Source: an optimization exercise on an open RTL-to-GDS flow (aim: small area, a short achievable clock period and few clock cycles). Production flows keep margins and buffers that such runs may drop. Only simulation tests tie the RTL to the original design; equivalence was not proved.

==> 06-20: inputs <==
==> flow/design.v (excerpt) <==
module max17320_uce (
    input  wire        clk,
    input  wire        rst,         
    input  wire        cmd_valid,
    input  wire [31:0] cmd_word,
    output wire        cmd_ready,
    output reg         rsp_valid,
    output wire [31:0] res_o,
    output wire [31:0] aux_o,
    output wire [15:0] stat_o,
    output wire [31:0] errval_o
);
==> flow/config.mk <==
export PLATFORM = sky130hd
export DESIGN_NAME = max17320_uce
export DESIGN_NICKNAME = max17320_uce
export VERILOG_FILES = /design/flow/design.v
export SDC_FILE = /design/flow/constraint.sdc
export NUM_CORES = 4
export LEC_CHECK = 0
export CAP_MARGIN = 60
export CORE_MARGIN = 2
export CORE_UTILIZATION = 40
export PLACE_DENSITY = 0.6
export SLEW_MARGIN = 60
==> flow/constraint.sdc <==
create_clock -name core_clock -period 13.5 [get_ports {clk}]
set_input_delay 2.7000 -clock core_clock [delete_from_list [all_inputs] [get_ports {clk}]]
set_output_delay 2.7000 -clock core_clock [all_outputs]
set_load 0.01 [all_outputs]
run.sh (not shown) runs the stock make flow with config.mk's settings and CLKGATE_MAP_FILE= SYNTH_SCRIPT=/design/flow/synth_recipe.tcl, a recipe that flattens the netlist after the stock synthesis.
==> 11-28: changes against 06-20 <==
--- a/flow/design.v
+++ b/flow/design.v
@@ -81,31 +81,28 @@
                 legal = 1'b0;
         endcase
     end
     wire is_div  = legal && st_calv && ((opc == OP_CCAP) || (opc == OP_CCUR));
     wire is_vth  = legal && ((opc == OP_VVTH) || (opc == OP_EVTHB) || (opc == OP_EVTH));
     wire is_norm = legal && (opc == OP_LDRS) && !st_calv && (imm != 16'd0);
-    reg         m_cur, m_tim, m_neg;
+    reg         m_cur, m_tim, m_vlt, m_neg;
+    reg         n_cur, n_tim, n_vlt;
     wire        w_cur = cmd_word[26] & ~cmd_word[24];
+    wire        w_tim = cmd_word[26] &  cmd_word[24];
     wire        w_neg = w_cur & cmd_word[15];
     wire [28:0] ma    = {13'd0, div_rem};
-    reg  [28:0] t0, t1, t2, t3, t4, t5;
-    always @(*) begin
-        if (m_cur) begin             
-            t0 = ma << 14; t1 = ~(ma << 10); t2 = ma << 8; t3 = ma << 3; t4 = ma;
-            t5 = m_neg ? 29'd15626 : 29'd1;
-        end else if (m_tim) begin    
-            t0 = ma << 5;  t1 = ma << 3;     t2 = ma << 2; t3 = ma;      t4 = 29'd0;
-            t5 = 29'd0;
-        end else begin               
-            t0 = ma << 9;  t1 = ma << 7;     t2 = ~(ma << 4); t3 = ma;   t4 = 29'd0;
-            t5 = 29'd1;
-        end
-    end
+    wire [28:0] ca = {29{m_cur}}, ta = {29{m_tim}}, va = {29{m_vlt}};
+    wire [28:0] cb = {29{~n_cur}}, tb = {29{~n_tim}}, vb = {29{~n_vlt}};
+    wire [28:0] t0 = (ca & (ma << 14))    | (ta & (ma << 5)) | (va & (ma << 9));
+    wire [28:0] t1 = (ca & ~(ma << 10))   | (ta & (ma << 3)) | (va & (ma << 7));
+    wire [28:0] t2 = (cb & (ma << 8))     | (tb & (ma << 2)) | (vb & ~(ma << 4));
+    wire [28:0] t3 = (cb & (ma << 3))     | ((tb | vb) & ma);
+    wire [28:0] t4 = cb & ma;
+    wire [28:0] t5 = m_neg ? 29'd15626 : {28'd0, n_tim};
     wire [28:0] prod = t0 + t1 + t2 + t3 + t4 + t5;
-    wire [28:0] num  = m_cur ? prod : {prod[25:0], 3'd0};
+    wire [28:0] num  = ~n_cur ? prod : {prod[25:0], 3'd0};
     localparam integer R4N   = 2;
     localparam integer DSTEP = 2 * R4N;
     reg [1:0] dj;          
     reg [3:0] dcyc;        
     integer jj;
     always @(*) begin
@@ -254,13 +251,17 @@
             rsp_valid <= 1'b0;
             if (accept) begin
                 cmd_q <= cmd_word;
                 busy  <= 1'b1;
                 phase <= PH_EXEC;
                 m_cur <= w_cur;
-                m_tim <= cmd_word[26] & cmd_word[24];
+                m_tim <= w_tim;
+                m_vlt <= ~cmd_word[26];
+                n_cur <= ~w_cur;
+                n_tim <= ~w_tim;
+                n_vlt <= cmd_word[26];
                 m_neg <= w_neg;
                 div_rem <= cmd_word[15:0] ^ {16{w_neg}};
             end else if (in_div) begin
                 div_rem <= st_rem[R4N];
                 cmd_q[28:0] <= {cmd_q[28-DSTEP:0], st_q};
                 cnt <= cnt - 4'd1;
==> flow/config.mk (replaced) <==
export PLATFORM = sky130hd
export DESIGN_NAME = max17320_uce
export DESIGN_NICKNAME = max17320_uce
export VERILOG_FILES = /design/flow/design.v
export SDC_FILE = /design/flow/constraint.sdc
export NUM_CORES = 4
export LEC_CHECK = 0
export CAP_MARGIN = 60
export CORE_MARGIN = 2
export CORE_UTILIZATION = 50
export PLACE_DENSITY = 0.7
export SETUP_SLACK_MARGIN = 5
export SLEW_MARGIN = 60
==> comparison <==
- 06-20 finished clean. 11-28 produced a clean layout.
- Between 06-20 and 11-28, the lower die area is in 11-28 (gap about 24%, measured against 11-28).
- In 06-20 the fmax is higher than in 11-28, by about 1.3%.
- Against 11-28, the first-iteration DRC count of 06-20 is higher by about 1.5%.
- Between 06-20 and 11-28, the lower sequential share of layout area is in 06-20 (gap 0.32 points).
- In 11-28 the non-clock buffer count is higher than in 06-20, by 13.
- Against 06-20, the count of clock-buffer cells in the layout of 11-28 is lower by 9.
- Clock skew: 11-28 is higher than 06-20 (0.023 ns).
- Synthesized cell count: 11-28 is smaller than 06-20 (about 0.6%).
==> figures <==
Result of the run: 06-20 complete, no violations; 11-28 complete, no violations
Crit path capture: 06-20 div_rem[9]; 11-28 div_rem[12]
Antenna violations before repair: 06-20 4; 11-28 3
Post-synthesis cell count: 06-20 3266; 11-28 3247
Xor-xnor portion of the synthesized cell area: 06-20 4.956%; 11-28 4.968%
Area share of fa/ha/maj cells after synthesis: 06-20 14.57%; 11-28 14.68%
Fraction of synthesized area in multiplexers: 06-20 4.285%; 11-28 3.295%
Multi-In Gates: 06-20 2568; 11-28 2553
Filler-free cell count of the finished design: 06-20 4217; 11-28 4036
GP Congestion: 06-20 1.031; 11-28 1.069
Data required time of the worst path: 06-20 13.83 ns; 11-28 13.97 ns
Crit. Startpoint: 06-20 m_tim; 11-28 cmd_q[27]
Area of all sequential standard cells: 06-20 6907 um^2; 11-28 7027 um^2
Number of storage elements in the synthesis netlist: 06-20 249; 11-28 253
Share of synthesized area occupied by flip-flops and latches: 06-20 25.55%; 11-28 25.88%
Wl on met1: 06-20 46370 um; 11-28 46580 um
FILL cells: 06-20 6643; 11-28 4744
Slew at the pin closest to its max-slew limit: 06-20 0.6240 ns; 11-28 0.6552 ns
Routed length on met2: 06-20 47850 um; 11-28 54030 um
Testbench counts of 06-20, summed over its fixed seeds: cycles 16,300.
Testbench counts of 11-28, summed over its fixed seeds: cycles 16,300.


==> inputs of 04-28 <==
==> flow/design.v <==
module max17320_uce (
    input  wire        clk,
    input  wire        rst,         
    input  wire        cmd_valid,
    input  wire [31:0] cmd_word,
    output wire        cmd_ready,
    output reg         rsp_valid,
    output wire [31:0] res_o,
    output wire [31:0] aux_o,
    output wire [15:0] stat_o,
    output wire [31:0] errval_o
);
    localparam [7:0] OP_LDRS  = 8'h01, OP_LDP   = 8'h02, OP_CLRE  = 8'h03,
                     OP_CVOLT = 8'h10, OP_CPCT  = 8'h11, OP_CTEMP = 8'h12,
                     OP_CCAP  = 8'h13, OP_CCUR  = 8'h14, OP_CTIME = 8'h15,
                     OP_CVTHB = 8'h16, OP_ETEMP = 8'h17, OP_PCFG  = 8'h20,
                     OP_VVTH  = 8'h30, OP_EVTHB = 8'h31, OP_EVTH  = 8'h32,
                     OP_PACK  = 8'h33, OP_PACKS = 8'h34, OP_UNPK  = 8'h35,
                     OP_UNPKS = 8'h36, OP_DVTH  = 8'h37;
    localparam [2:0] ERR_OK = 3'd0, ERR_INVAL = 3'd1, ERR_ILLEGAL = 3'd2,
                     ERR_NOTCAL = 3'd3, ERR_CALLOCK = 3'd4;
    localparam [15:0] MASK_THTYPE  = 16'h0020;
    localparam [15:0] MASK_CPV     = 16'h00C0;
    localparam [15:0] MASK_REGMODE = 16'h0300;
    localparam [15:0] MASK_CADENCE = 16'h0C00;
    localparam [1:0] PH_EXEC = 2'd0,    
                     PH_DIV  = 2'd1,    
                     PH_NORM = 2'd2,    
                     PH_VTH  = 2'd3;    
    reg [15:0] p0, p1, p2, p3, p4, p5;
    reg [15:0] rsense;     
    reg [3:0]  rs_sh;
    reg [31:0] rr;         
    reg [15:0] ax;         
    reg        ax_hi;      
    reg [2:0]  st_err;
    reg        st_rv, st_calv, st_se;
    wire ef = |st_err;
    assign res_o    = ef ? 32'd0 : rr;
    assign errval_o = ef ? rr : 32'd0;
    assign aux_o    = {{16{ax_hi}}, ax};
    assign stat_o   = {10'd0, st_se, st_calv, st_rv, st_err};
    reg        busy;
    reg [1:0]  phase;
    reg [3:0]  cnt;        
    reg        div_neg;
    reg [31:0] cmd_q;      
    reg [15:0] div_rem;    
    assign cmd_ready = ~busy;
    wire [7:0]  opc = cmd_q[31:24];
    wire [7:0]  sel = cmd_q[23:16];
    wire [15:0] imm = cmd_q[15:0];
    function [8:0] vth;    
        input [15:0] v;
        reg [10:0] x, b;
        reg br, y;
        integer k;
        begin
            x = v[12:2];
            br = 1'b0;
            for (k = 0; k < 11; k = k + 1) begin
                y = (k >= 2) ? b[k-2] : 1'b0;
                b[k] = x[k] ^ y ^ br;
                br = (~x[k] & (y | br)) | (y & br);
            end
            vth = {(v[15:13] == 3'd0) && (v[1:0] == 2'd0) && (b[10:8] == 3'd0), b[7:0]};
        end
    endfunction
    reg legal;
    always @(*) begin
        case (opc)
            OP_LDRS, OP_CVOLT, OP_CPCT, OP_CTEMP, OP_CCAP, OP_CCUR, OP_CTIME,
            OP_CVTHB, OP_ETEMP, OP_VVTH, OP_EVTHB, OP_UNPK, OP_UNPKS, OP_DVTH:
                legal = (sel == 8'h00);
            OP_LDP:
                legal = (cmd_q[23:19] == 5'd0) && (cmd_q[18:16] <= 3'd5);
            OP_CLRE, OP_PCFG, OP_EVTH, OP_PACK, OP_PACKS:
                legal = (cmd_q[23:0] == 24'd0);
            default:
                legal = 1'b0;
        endcase
    end
    wire is_div  = legal && st_calv && ((opc == OP_CCAP) || (opc == OP_CCUR));
    wire is_vth  = legal && ((opc == OP_VVTH) || (opc == OP_EVTHB) || (opc == OP_EVTH));
    wire is_norm = legal && (opc == OP_LDRS) && !st_calv && (imm != 16'd0);
    wire        m_cur = opc[2] & ~opc[0];        
    wire        m_tim = opc[2] &  opc[0];        
    wire        m_neg = m_cur & imm[15];         
    wire [28:0] ma    = {13'd0, imm ^ {16{m_neg}}};
    reg  [28:0] t0, t1, t2, t3, t4, t5;
    always @(*) begin
        if (m_cur) begin             
            t0 = ma << 14; t1 = ~(ma << 10); t2 = ma << 8; t3 = ma << 3; t4 = ma;
            t5 = m_neg ? 29'd15626 : 29'd1;
        end else if (m_tim) begin    
            t0 = ma << 5;  t1 = ma << 3;     t2 = ma << 2; t3 = ma;      t4 = 29'd0;
            t5 = 29'd0;
        end else begin               
            t0 = ma << 9;  t1 = ma << 7;     t2 = ~(ma << 4); t3 = ma;   t4 = 29'd0;
            t5 = 29'd1;
        end
    end
    wire [28:0] prod = t0 + t1 + t2 + t3 + t4 + t5;
    wire [28:0] num  = m_cur ? prod : {prod[25:0], 3'd0};
    wire [15:0] rem_init = rs_sh[0] ? {1'b0, num[28:14]} : {2'b0, num[28:15]};
    wire [28:0] quo_init = rs_sh[0] ? {num[13:0], 15'd0} : {num[14:0], 14'd0};
    reg [15:0] st_rem [0:2];
    reg [1:0]  st_q;
    reg [16:0] st_sh, st_df;
    integer i;
    always @(*) begin
        st_rem[0] = div_rem;
        for (i = 0; i < 2; i = i + 1) begin
            st_sh = {st_rem[i], cmd_q[28 - i]};
            st_df = st_sh - {1'b0, rsense};
            st_q[1-i] = ~st_df[16];
            st_rem[i+1] = st_df[16] ? st_sh[15:0] : st_df[15:0];
        end
    end
    wire [28:0] q_fin = {cmd_q[27:0], st_q[1]};
    wire [15:0] r_fin = st_rem[1] >> rs_sh;
    wire [28:0] q_out = div_neg ? 29'd0 - q_fin : q_fin;
    wire [15:0] r_out = div_neg ? 16'd0 - r_fin : r_fin;
    wire        q_sgn = div_neg & (|q_fin);
    wire        r_sgn = div_neg & (|r_fin);
    wire [8:0] vth_a = {cnt[0], div_rem[7:0]};     
    wire [8:0] vth_b = {cnt[1], div_rem[15:8]};
    wire [8:0] vth_na = vth(opc[1] ? p0 : imm);
    wire [8:0] vth_nb = vth(p1);
    wire [12:0] lo20 = {imm[7:0], 4'd0} + {imm[7:0], 2'd0};
    wire [12:0] hi20 = {imm[15:8], 4'd0} + {imm[15:8], 2'd0};
    reg        fail;
    reg [2:0]  fcode;
    reg [31:0] finfo;
    reg        compute;
    reg [31:0] r_val;
    reg [16:0] a_val;      
    always @(*) begin
        fail    = 1'b0;
        fcode   = ERR_OK;
        finfo   = 32'd0;
        compute = 1'b1;
        r_val   = 32'd0;
        a_val   = 17'd0;
        if (!legal) begin
            fail  = 1'b1;
            fcode = ERR_ILLEGAL;
            finfo = cmd_q;
        end else begin
            case (opc)
                OP_LDRS: begin
                    compute = 1'b0;
                    if (st_calv) begin
                        fail = 1'b1; fcode = ERR_CALLOCK; finfo = {16'd0, imm};
                    end else if (imm == 16'd0) begin
                        fail = 1'b1; fcode = ERR_INVAL; finfo = 32'd0;
                    end
                end
                OP_LDP, OP_CLRE: compute = 1'b0;
                OP_CVOLT: r_val = {6'd0, prod[25:0]};
                OP_CPCT:  r_val = {16'd0, imm};
                OP_CTEMP: r_val = {{16{imm[15]}}, imm};
                OP_CCAP, OP_CCUR: begin
                    fail = 1'b1; fcode = ERR_NOTCAL; finfo = {16'd0, imm};
                end
                OP_CTIME: r_val = {10'd0, prod[21:0]};
                OP_CVTHB: begin
                    if (imm[15:8] != 8'd0) begin
                        fail = 1'b1; fcode = ERR_INVAL; finfo = {16'd0, imm};
                    end else
                        r_val = {19'd0, lo20};
                end
                OP_ETEMP: r_val = {16'd0, imm};
                OP_PCFG: begin
                    if (p0 < 16'd2 || p0 > 16'd4) begin
                        fail = 1'b1; fcode = ERR_INVAL; finfo = {16'd0, p0};
                    end else if (p1 > 16'd4) begin
                        fail = 1'b1; fcode = ERR_INVAL; finfo = {16'd0, p1};
                    end else if ((p2 & ~MASK_THTYPE) != 16'd0) begin
                        fail = 1'b1; fcode = ERR_INVAL; finfo = {16'd0, p2};
                    end else if ((p3 & ~MASK_CPV) != 16'd0) begin
                        fail = 1'b1; fcode = ERR_INVAL; finfo = {16'd0, p3};
                    end else if ((p4 & ~MASK_REGMODE) != 16'd0) begin
                        fail = 1'b1; fcode = ERR_INVAL; finfo = {16'd0, p4};
                    end else if ((p5 & ~MASK_CADENCE) != 16'd0) begin
                        fail = 1'b1; fcode = ERR_INVAL; finfo = {16'd0, p5};
                    end else
                        r_val = {20'd0, p5[11:10], p4[9:8], p3[7:6], p2[5],
                                 p1[2:0], p0[1:0] - 2'd2};
                end
                OP_VVTH: r_val = {31'd0, vth_a[8]};
                OP_EVTHB: begin
                    if (!vth_a[8]) begin
                        fail = 1'b1; fcode = ERR_INVAL; finfo = {{16{imm[15]}}, imm};
                    end else
                        r_val = {24'd0, vth_a[7:0]};
                end
                OP_EVTH: begin
                    if (!vth_a[8]) begin
                        fail = 1'b1; fcode = ERR_INVAL; finfo = {{16{p0[15]}}, p0};
                    end else if (!vth_b[8]) begin
                        fail = 1'b1; fcode = ERR_INVAL; finfo = {{16{p1[15]}}, p1};
                    end else
                        r_val = {16'd0, vth_b[7:0], vth_a[7:0]};
                end
                OP_PACK: begin
                    if (p0[15:8] != 8'd0) begin
                        fail = 1'b1; fcode = ERR_INVAL; finfo = {16'd0, p0};
                    end else if (p1[15:8] != 8'd0) begin
                        fail = 1'b1; fcode = ERR_INVAL; finfo = {16'd0, p1};
                    end else
                        r_val = {16'd0, p1[7:0], p0[7:0]};
                end
                OP_PACKS: begin
                    if (p0[15:7] != {9{p0[15]}}) begin
                        fail = 1'b1; fcode = ERR_INVAL; finfo = {{16{p0[15]}}, p0};
                    end else if (p1[15:7] != {9{p1[15]}}) begin
                        fail = 1'b1; fcode = ERR_INVAL; finfo = {{16{p1[15]}}, p1};
                    end else
                        r_val = {16'd0, p1[7:0], p0[7:0]};
                end
                OP_UNPK: begin
                    r_val = {24'd0, imm[15:8]};
                    a_val = {1'b0, 8'd0, imm[7:0]};
                end
                OP_UNPKS: begin
                    r_val = {{24{imm[15]}}, imm[15:8]};
                    a_val = {imm[7], {8{imm[7]}}, imm[7:0]};
                end
                OP_DVTH: begin
                    r_val = {19'd0, hi20};
                    a_val = {4'd0, lo20};
                end
                default: ;
            endcase
        end
    end
    wire accept  = cmd_valid && !busy;
    wire in_exec = busy && (phase == PH_EXEC);
    wire in_div  = busy && (phase == PH_DIV);
    wire in_norm = busy && (phase == PH_NORM);
    wire in_vth  = busy && (phase == PH_VTH);
    wire div_end = in_div && (cnt == 4'd1);
    wire nrm_end = in_norm && cmd_q[15];
    wire fin     = (in_exec && !is_div && !is_vth && !is_norm) || in_vth;
    wire        ldp_we = fin && legal && (opc == OP_LDP);
    wire [15:0] p_d    = rst ? 16'd0 : imm;
    always @(posedge clk) begin
        if (rst || (ldp_we && cmd_q[18:16] == 3'd0)) p0 <= p_d;
        if (rst || (ldp_we && cmd_q[18:16] == 3'd1)) p1 <= p_d;
        if (rst || (ldp_we && cmd_q[18:16] == 3'd2)) p2 <= p_d;
        if (rst || (ldp_we && cmd_q[18:16] == 3'd3)) p3 <= p_d;
        if (rst || (ldp_we && cmd_q[18:16] == 3'd4)) p4 <= p_d;
        if (rst || (ldp_we && cmd_q[18:16] == 3'd5)) p5 <= p_d;
    end
    always @(posedge clk) begin
        if (rst) begin
            busy      <= 1'b0;
            rsp_valid <= 1'b0;
            rr      <= 32'd0;
            ax      <= 16'd0;
            ax_hi   <= 1'b0;
            st_err  <= ERR_OK;
            st_rv   <= 1'b0;
            st_calv <= 1'b0;
            st_se   <= 1'b0;
        end else begin
            rsp_valid <= 1'b0;
            if (accept) begin
                cmd_q <= cmd_word;
                busy  <= 1'b1;
                phase <= PH_EXEC;
            end else if (in_div) begin
                div_rem <= st_rem[2];
                cmd_q[28:0] <= {cmd_q[26:0], st_q};
                cnt <= cnt - 4'd1;
                if (div_end) begin
                    busy      <= 1'b0;
                    rsp_valid <= 1'b1;
                    st_err    <= ERR_OK;
                    rr        <= {{3{q_sgn}}, q_out};
                    ax        <= r_out;
                    ax_hi     <= r_sgn;
                    st_rv     <= 1'b1;
                end
            end else if (in_norm) begin
                if (nrm_end) begin
                    busy      <= 1'b0;
                    rsp_valid <= 1'b1;
                    st_err    <= ERR_OK;
                    if (ef) rr <= 32'd0;
                    rsense    <= cmd_q[15:0];
                    st_calv   <= 1'b1;
                end else begin
                    cmd_q[15:0] <= {cmd_q[14:0], 1'b0};
                    rs_sh <= rs_sh + 4'd1;
                end
            end else if (in_exec && is_div) begin
                phase   <= PH_DIV;
                cnt     <= 4'd8 + {1'b0, rs_sh[3:1]};
                div_rem <= rem_init;
                div_neg <= m_neg;
                cmd_q[28:0] <= quo_init;
            end else if (in_exec && is_norm) begin
                phase <= PH_NORM;
                rs_sh <= 4'd0;
            end else if (in_exec && is_vth) begin
                phase   <= PH_VTH;
                div_rem <= {vth_nb[7:0], vth_na[7:0]};
                cnt     <= {2'b0, vth_nb[8], vth_na[8]};
            end else if (fin) begin
                busy      <= 1'b0;
                rsp_valid <= 1'b1;
                if (fail) begin
                    st_err <= fcode;
                    rr     <= finfo;
                    st_se  <= 1'b1;
                    st_rv  <= 1'b0;
                    ax     <= 16'd0;
                    ax_hi  <= 1'b0;
                end else begin
                    st_err <= ERR_OK;
                    if (compute) begin
                        rr    <= r_val;
                        ax    <= a_val[15:0];
                        ax_hi <= a_val[16];
                        st_rv <= 1'b1;
                    end else if (ef) begin
                        rr    <= 32'd0;
                    end
                    if (opc == OP_CLRE) st_se <= 1'b0;
                end
            end
        end
    end
endmodule
==> flow/run.sh <==
#!/bin/bash
# synth_recipe.tcl (not shown) runs the flow's synth.tcl, then flattens the netlist and writes it again
# the make line also repeats each setting of config.mk as NAME=value (left out here)
make -C /OpenROAD-flow-scripts/flow DESIGN_CONFIG=/design/flow/config.mk WORK_HOME=/design/flow/orfs CLKGATE_MAP_FILE= SYNTH_SCRIPT=/design/flow/synth_recipe.tcl finish
==> flow/config.mk <==
export PLATFORM = sky130hd
export DESIGN_NAME = max17320_uce
export DESIGN_NICKNAME = max17320_uce
export VERILOG_FILES = /design/flow/design.v
export SDC_FILE = /design/flow/constraint.sdc
export NUM_CORES = 4
export LEC_CHECK = 0
export CAP_MARGIN = 20
export CORE_MARGIN = 2
export CORE_UTILIZATION = 40
export PLACE_DENSITY = 0.6
export SLEW_MARGIN = 20
==> flow/constraint.sdc <==
create_clock -name core_clock -period 13.5 [get_ports {clk}]
set_input_delay 2.7000 -clock core_clock [delete_from_list [all_inputs] [get_ports {clk}]]
set_output_delay 2.7000 -clock core_clock [all_outputs]
set_load 0.01 [all_outputs]
==> 11-27 (differences from 04-28) <==
--- a/flow/design.v
+++ b/flow/design.v
@@ -29,6 +29,7 @@
                      PH_VTH  = 2'd3;    
     reg [15:0] p0, p1, p2, p3, p4, p5;
     reg [15:0] rsense;     
+    reg [17:0] rs3;        
     reg [3:0]  rs_sh;
     reg [31:0] rr;         
     reg [15:0] ax;         
@@ -102,22 +103,40 @@
     end
     wire [28:0] prod = t0 + t1 + t2 + t3 + t4 + t5;
     wire [28:0] num  = m_cur ? prod : {prod[25:0], 3'd0};
-    wire [15:0] rem_init = rs_sh[0] ? {1'b0, num[28:14]} : {2'b0, num[28:15]};
-    wire [28:0] quo_init = rs_sh[0] ? {num[13:0], 15'd0} : {num[14:0], 14'd0};
-    reg [15:0] st_rem [0:2];
-    reg [1:0]  st_q;
-    reg [16:0] st_sh, st_df;
+    localparam integer R4N   = 2;
+    localparam integer DSTEP = 2 * R4N;
+    reg [1:0] dj;          
+    reg [3:0] dcyc;        
+    integer jj;
+    always @(*) begin
+        jj   = (48 + 2 - 14 - rs_sh) % DSTEP;    
+        dj   = jj;
+        dcyc = (14 + rs_sh + jj + DSTEP - 2) / DSTEP;
+    end
+    wire [15:0] rem_init = {1'b0, num[28:14]} >> dj;
+    wire [28:0] quo_init = num << (5'd15 - dj);
+    reg [15:0] st_rem [0:R4N];
+    reg [DSTEP-1:0] st_q;
+    reg [17:0] st_r4;
+    reg [18:0] st_d1, st_d2, st_d3;
+    reg [18:0] st_d1_first;    
     integer i;
     always @(*) begin
         st_rem[0] = div_rem;
-        for (i = 0; i < 2; i = i + 1) begin
-            st_sh = {st_rem[i], cmd_q[28 - i]};
-            st_df = st_sh - {1'b0, rsense};
-            st_q[1-i] = ~st_df[16];
-            st_rem[i+1] = st_df[16] ? st_sh[15:0] : st_df[15:0];
+        for (i = 0; i < R4N; i = i + 1) begin
+            st_r4 = {st_rem[i], cmd_q[28 - 2*i], cmd_q[27 - 2*i]};
+            st_d1 = {1'b0, st_r4} - {3'b0, rsense};
+            st_d2 = {1'b0, st_r4} - {2'b0, rsense, 1'b0};
+            st_d3 = {1'b0, st_r4} - {1'b0, rs3};
+            if (i == 0) st_d1_first = st_d1;
+            st_q[DSTEP-1-2*i] = ~st_d2[18];
+            st_q[DSTEP-2-2*i] = ~st_d3[18] | (~st_d1[18] & st_d2[18]);
+            st_rem[i+1] = ~st_d3[18] ? st_d3[15:0] :
+                          ~st_d2[18] ? st_d2[15:0] :
+                          ~st_d1[18] ? st_d1[15:0] : st_r4[15:0];
         end
     end
-    wire [28:0] q_fin = {cmd_q[27:0], st_q[1]};
+    wire [28:0] q_fin = {cmd_q[26:0], st_q[DSTEP-1 -: 2]};
     wire [15:0] r_fin = st_rem[1] >> rs_sh;
     wire [28:0] q_out = div_neg ? 29'd0 - q_fin : q_fin;
     wire [15:0] r_out = div_neg ? 16'd0 - r_fin : r_fin;
@@ -241,7 +260,7 @@
     wire in_norm = busy && (phase == PH_NORM);
     wire in_vth  = busy && (phase == PH_VTH);
     wire div_end = in_div && (cnt == 4'd1);
-    wire nrm_end = in_norm && cmd_q[15];
+    reg  rs3_end;          
     wire fin     = (in_exec && !is_div && !is_vth && !is_norm) || in_vth;
     wire        ldp_we = fin && legal && (opc == OP_LDP);
     wire [15:0] p_d    = rst ? 16'd0 : imm;
@@ -271,8 +290,8 @@
                 busy  <= 1'b1;
                 phase <= PH_EXEC;
             end else if (in_div) begin
-                div_rem <= st_rem[2];
-                cmd_q[28:0] <= {cmd_q[26:0], st_q};
+                div_rem <= st_rem[R4N];
+                cmd_q[28:0] <= {cmd_q[28-DSTEP:0], st_q};
                 cnt <= cnt - 4'd1;
                 if (div_end) begin
                     busy      <= 1'b0;
@@ -284,26 +303,31 @@
                     st_rv     <= 1'b1;
                 end
             end else if (in_norm) begin
-                if (nrm_end) begin
+                if (rs3_end) begin
                     busy      <= 1'b0;
                     rsp_valid <= 1'b1;
                     st_err    <= ERR_OK;
                     if (ef) rr <= 32'd0;
-                    rsense    <= cmd_q[15:0];
+                    rs3       <= st_d1_first[17:0];
                     st_calv   <= 1'b1;
+                end else if (cmd_q[15]) begin
+                    rsense  <= cmd_q[15:0];
+                    div_rem <= cmd_q[15:0];
+                    rs3_end <= 1'b1;
                 end else begin
                     cmd_q[15:0] <= {cmd_q[14:0], 1'b0};
                     rs_sh <= rs_sh + 4'd1;
                 end
             end else if (in_exec && is_div) begin
                 phase   <= PH_DIV;
-                cnt     <= 4'd8 + {1'b0, rs_sh[3:1]};
+                cnt     <= dcyc;
                 div_rem <= rem_init;
                 div_neg <= m_neg;
                 cmd_q[28:0] <= quo_init;
             end else if (in_exec && is_norm) begin
-                phase <= PH_NORM;
-                rs_sh <= 4'd0;
+                phase   <= PH_NORM;
+                rs_sh   <= 4'd0;
+                rs3_end <= 1'b0;
             end else if (in_exec && is_vth) begin
                 phase   <= PH_VTH;
                 div_rem <= {vth_nb[7:0], vth_na[7:0]};
==> qor summary <==
quantity	04-28	11-27
Final cell utilization of the core	0.456	0.451
Final instance count without filler cells	3568	4351
Synthesized-area fraction occupied by xor and xnor cells	0.0459	0.0487
Run status	no timing/DRC/antenna violations	no timing/DRC/antenna violations
Skew-Pair Late Insertion Delay	0.56 ns	0.57 ns
Cells after synthesis	2777	3390
Compound-Gate Fraction of Synth Area	0.249	0.273
All-layer global routing usage	0.334	0.322
Worst r2r path cells	22	26
Initial antenna violation count	2	3
Total of flip-flops plus latches after synthesis	228	246
Num tapcells	756	931
Proportion of netlist area held by the largest area contributor	0.224	0.205
Testbench counts of 04-28, summed over its fixed seeds: cycles 23,652.
Testbench counts of 11-27, summed over its fixed seeds: cycles 16,300.

## static timing again, ports no longer ideal
In the flow no input, the clock included, has a driving cell. The finished layouts below were timed again as built, in two steps. Step 1 (the two cells are an assumption about what drives the block):
set clk [get_ports {clk}]
set_driving_cell -lib_cell sky130_fd_sc_hd__clkbuf_16 $clk
set_driving_cell -lib_cell sky130_fd_sc_hd__buf_2 [delete_from_list [all_inputs] $clk]
Step 2, shift: input delay + t, output delay - t, t = (earliest + latest rising clock arrival at the registers) / 2. This alone moves slack from input paths to output paths. Three values: ideal ports, drivers, drivers and shift; two values: the first two.
run | t, ns | setup slack, ns | slew at the worst register clock pin (ns)
06-20 | 0.649 | 5.867 / 5.867 / 5.867 | 0.07 / 0.07
11-28 | 0.681 | 5.771 / 5.771 / 5.771 | 0.08 / 0.08
04-28 | 0.615 | 6.132 / 6.132 / 6.132 | 0.07 / 0.07
11-27 | 0.613 | 5.307 / 5.307 / 5.307 | 0.07 / 0.07
After both steps every run listed still meets setup and hold.
